From an optimization exercise on the open Yosys and OpenROAD flow, aimed at small area, a short achievable clock period and few clock cycles; shortcuts taken in it are not production practice. Function was checked by simulation only, so behaviour that the tests miss may differ from the original. Power is estimated from default activity; no workload was simulated.

// sscs_core
module sscs_core (
    input  wire        clk,
    input  wire        rst,
    input  wire        cmd_valid,
    input  wire [2:0]  cmd_op,
    input  wire [3:0]  cmd_idx,
    input  wire [15:0] cmd_data,
    output wire        cmd_ready,
    input  wire        intr,
    input  wire [3:0]  dbg_idx,
    output wire [15:0] dbg_rdata,
    output reg         halted,
    output reg         running,
    output reg  [2:0]  stop,
    output reg  [2:0]  stop_kind,
    output wire        mem_req,
    output wire        mem_we,
    output wire [11:0] mem_addr,
    output wire [15:0] mem_wdata,
    input  wire [15:0] mem_rdata,
    input  wire        mem_ack,
    output reg         trace_valid,
    output reg  [15:0] trace_pc,
    output reg  [15:0] trace_word,
    output reg  [2:0]  trace_fault,
    output wire        out_valid,
    output wire        out_end,
    output wire [7:0]  out_data
);
    localparam CMD_STEP = 3'd1, CMD_RUN = 3'd2, CMD_CLEAR = 3'd3, CMD_SETREG = 3'd4;
    localparam STOP_NONE = 3'd0, STOP_HLT = 3'd1, STOP_HCF = 3'd2, STOP_INTR = 3'd3,
               STOP_RESET = 3'd4, STOP_FAULT = 3'd5;
    localparam F_NONE = 3'd0, F_SEG = 3'd1, F_ARITH = 3'd4, F_DIV0 = 3'd5, F_UNK = 3'd6;
    localparam S_IDLE = 3'd0, S_FETCH = 3'd1, S_EXEC = 3'd2, S_ITER = 3'd3, S_PRN = 3'd4;
    localparam OP_HLT = 6'd0,  OP_HCF = 6'd1,  OP_ADD = 6'd2,  OP_ADDI = 6'd3,
               OP_SUB = 6'd4,  OP_SUBI = 6'd5, OP_MUL = 6'd6,  OP_MULI = 6'd7,
               OP_DIV = 6'd8,  OP_DIVI = 6'd9, OP_MOD = 6'd10, OP_MODI = 6'd11,
               OP_AND = 6'd15, OP_ANDI = 6'd16, OP_OR = 6'd17, OP_ORI = 6'd18,
  ...
Settings: LEC_CHECK=0, CAP_MARGIN=20, CORE_MARGIN=2, CORE_UTILIZATION=52, SLEW_MARGIN=20; clock period 12.0 ns.
standard.sh (not shown) runs the stock make flow with config.mk's settings and CLKGATE_MAP_FILE= SYNTH_SCRIPT=/design/flow/synth_recipe.tcl, a recipe that flattens the netlist after the stock synthesis.
==> flow/flow/run.sh <==
#!/bin/bash
set -euo pipefail
here=$(pwd)
bash standard.sh SETUP_SLACK_MARGIN=5.4 PRE_GLOBAL_PLACE_TCL="$here/flow/pre_global_place.tcl" finish > standard.log 2>&1
==> flow/flow/pre_global_place.tcl <==
# Runs at the start of ORFS's global placement step, before buffer_ports puts a
# buffer on every input and output port. Hiding the delay cells for this step
# makes buffer_ports use a plain buffer; later steps see the usual cell list.
set_dont_use [get_lib_cells {sky130_fd_sc_hd__clkdlybuf4s* sky130_fd_sc_hd__dlygate* sky130_fd_sc_hd__dlymetal*}]
The baseline finished with timing, DRC and antenna clean.
Testbench counts at the start, summed over its fixed seeds: cycles 53,508.
Rerun with:
==> flow/flow/run.sh (replaced) <==
#!/bin/bash
set -euo pipefail
here=$(pwd)
bash standard.sh SETUP_SLACK_MARGIN=5.5 PRE_GLOBAL_PLACE_TCL="$here/flow/pre_global_place.tcl" finish > standard.log 2>&1
--- a/flow/config.mk
+++ b/flow/config.mk
@@ -10 +10 @@
-export CORE_UTILIZATION = 52
+export CORE_UTILIZATION = 50
After rerunning:
- The changed run ran to the end with no violations
- synthesized cell count does not change
- final area grows by about 2.7%
- core utilization drops by 1.1 points


## rev 12
sscs_core, a different RTL version from the one above (not shown whole).
Size in the first run: about 2,300 cells after synthesis, ~260 flip-flops, ~21,000 µm² of cells after synthesis.
clock: 12.0 ns
lec_check: 0
cap_margin: 20
core_margin: 2
core_utilization: 52
setup_slack_margin: 5
slew_margin: 20
run.sh (not shown) runs the stock make flow with config.mk's settings and CLKGATE_MAP_FILE= SYNTH_SCRIPT=/design/flow/synth_recipe.tcl, a recipe that flattens the netlist after the stock synthesis.
Stock flow here: none of the scripts above is used.
Testbench counts of rev 12, summed over its fixed seeds: cycles 52,093.
[inputs] rev 13 vs rev 12
==> flow/flow/run.sh (new file) <==
#!/bin/bash
set -euo pipefail
bash standard.sh SETUP_SLACK_MARGIN=5.4 finish > standard.log 2>&1
==> flow/standard.sh (new file) <==
#!/bin/bash
# synth_recipe.tcl (not shown) runs the flow's synth.tcl, then flattens the netlist and writes it again
# the make line also repeats each setting of config.mk as NAME=value (left out here)
make -C /OpenROAD-flow-scripts/flow DESIGN_CONFIG=/design/flow/config.mk WORK_HOME=/design/flow/orfs CLKGATE_MAP_FILE= SYNTH_SCRIPT=/design/flow/synth_recipe.tcl "${@:-finish}"
diff --git a/flow/config.mk b/flow/config.mk
--- a/flow/config.mk
+++ b/flow/config.mk
@@ -10,3 +10,2 @@
 export CORE_UTILIZATION = 52
-export SETUP_SLACK_MARGIN = 5
 export SLEW_MARGIN = 20
removed: flow/run.sh
==> comparison <==
The setup slack of the worst register-to-register path of rev 13 exceeds that of rev 12 by 0.38 ns.
Critical path start-end classification: primary input to primary output -> rev 12, flop to primary output -> rev 13
In the flow results for rev 12 and rev 13, the first-iteration DRC count is smaller on rev 12.
On minimum hold slack, rev 12 and rev 13 are basically level.
Per the comparison of rev 13 with rev 12, total net switching power increased by about 2.8% relative to the old numbers, signal arrival time at the worst endpoint -0.35 ns, wire length of the first global-routing pass +2.7%, mapped cell area was more or less identical.
Cell area: lower on rev 12
Start point of the critical path: ir[8] -> rev 13, mem_rdata[13] -> rev 12

port drivers added, routing unchanged:
How much do the figures lean on ideal ports? The routed layouts below were timed once more, with nothing changed but the port constraints.
Step 1: set_driving_cell puts a clkbuf_16 on clk and a buf_2 on each other input, an assumption about the parent block.
Step 2 times the ports against the registers' clock, not the clock port: input delays grow and output delays shrink by t, the midpoint of the rising clock arrivals with the driver on.
Slacks: no drivers / after step 1 / after step 2; pairs: no drivers / after step 1.
| run | t (ns) | setup WS [ns] | worst setup path after step 2 | worst register clock-pin slew, ns |
|---|---|---|---|---|
| the first run of note 1 | 0.652 | 5.151 / 5.091 / 5.311 | register to register | 0.08 / 0.08 |
| the second run of note 1 | 0.671 | 5.440 / 5.389 / 5.415 | input to output | 0.07 / 0.07 |
| rev 12 | 0.675 | 4.971 / 4.913 / 4.944 | input to output | 0.07 / 0.07 |
| rev 13 | 0.684 | 5.318 / 5.255 / 5.381 | input to output | 0.07 / 0.07 |
After both steps every run listed still meets setup and hold. The setup slack of rev 12, which loses most, moves by -0.058 ns with the drivers and by -0.027 ns with both steps.
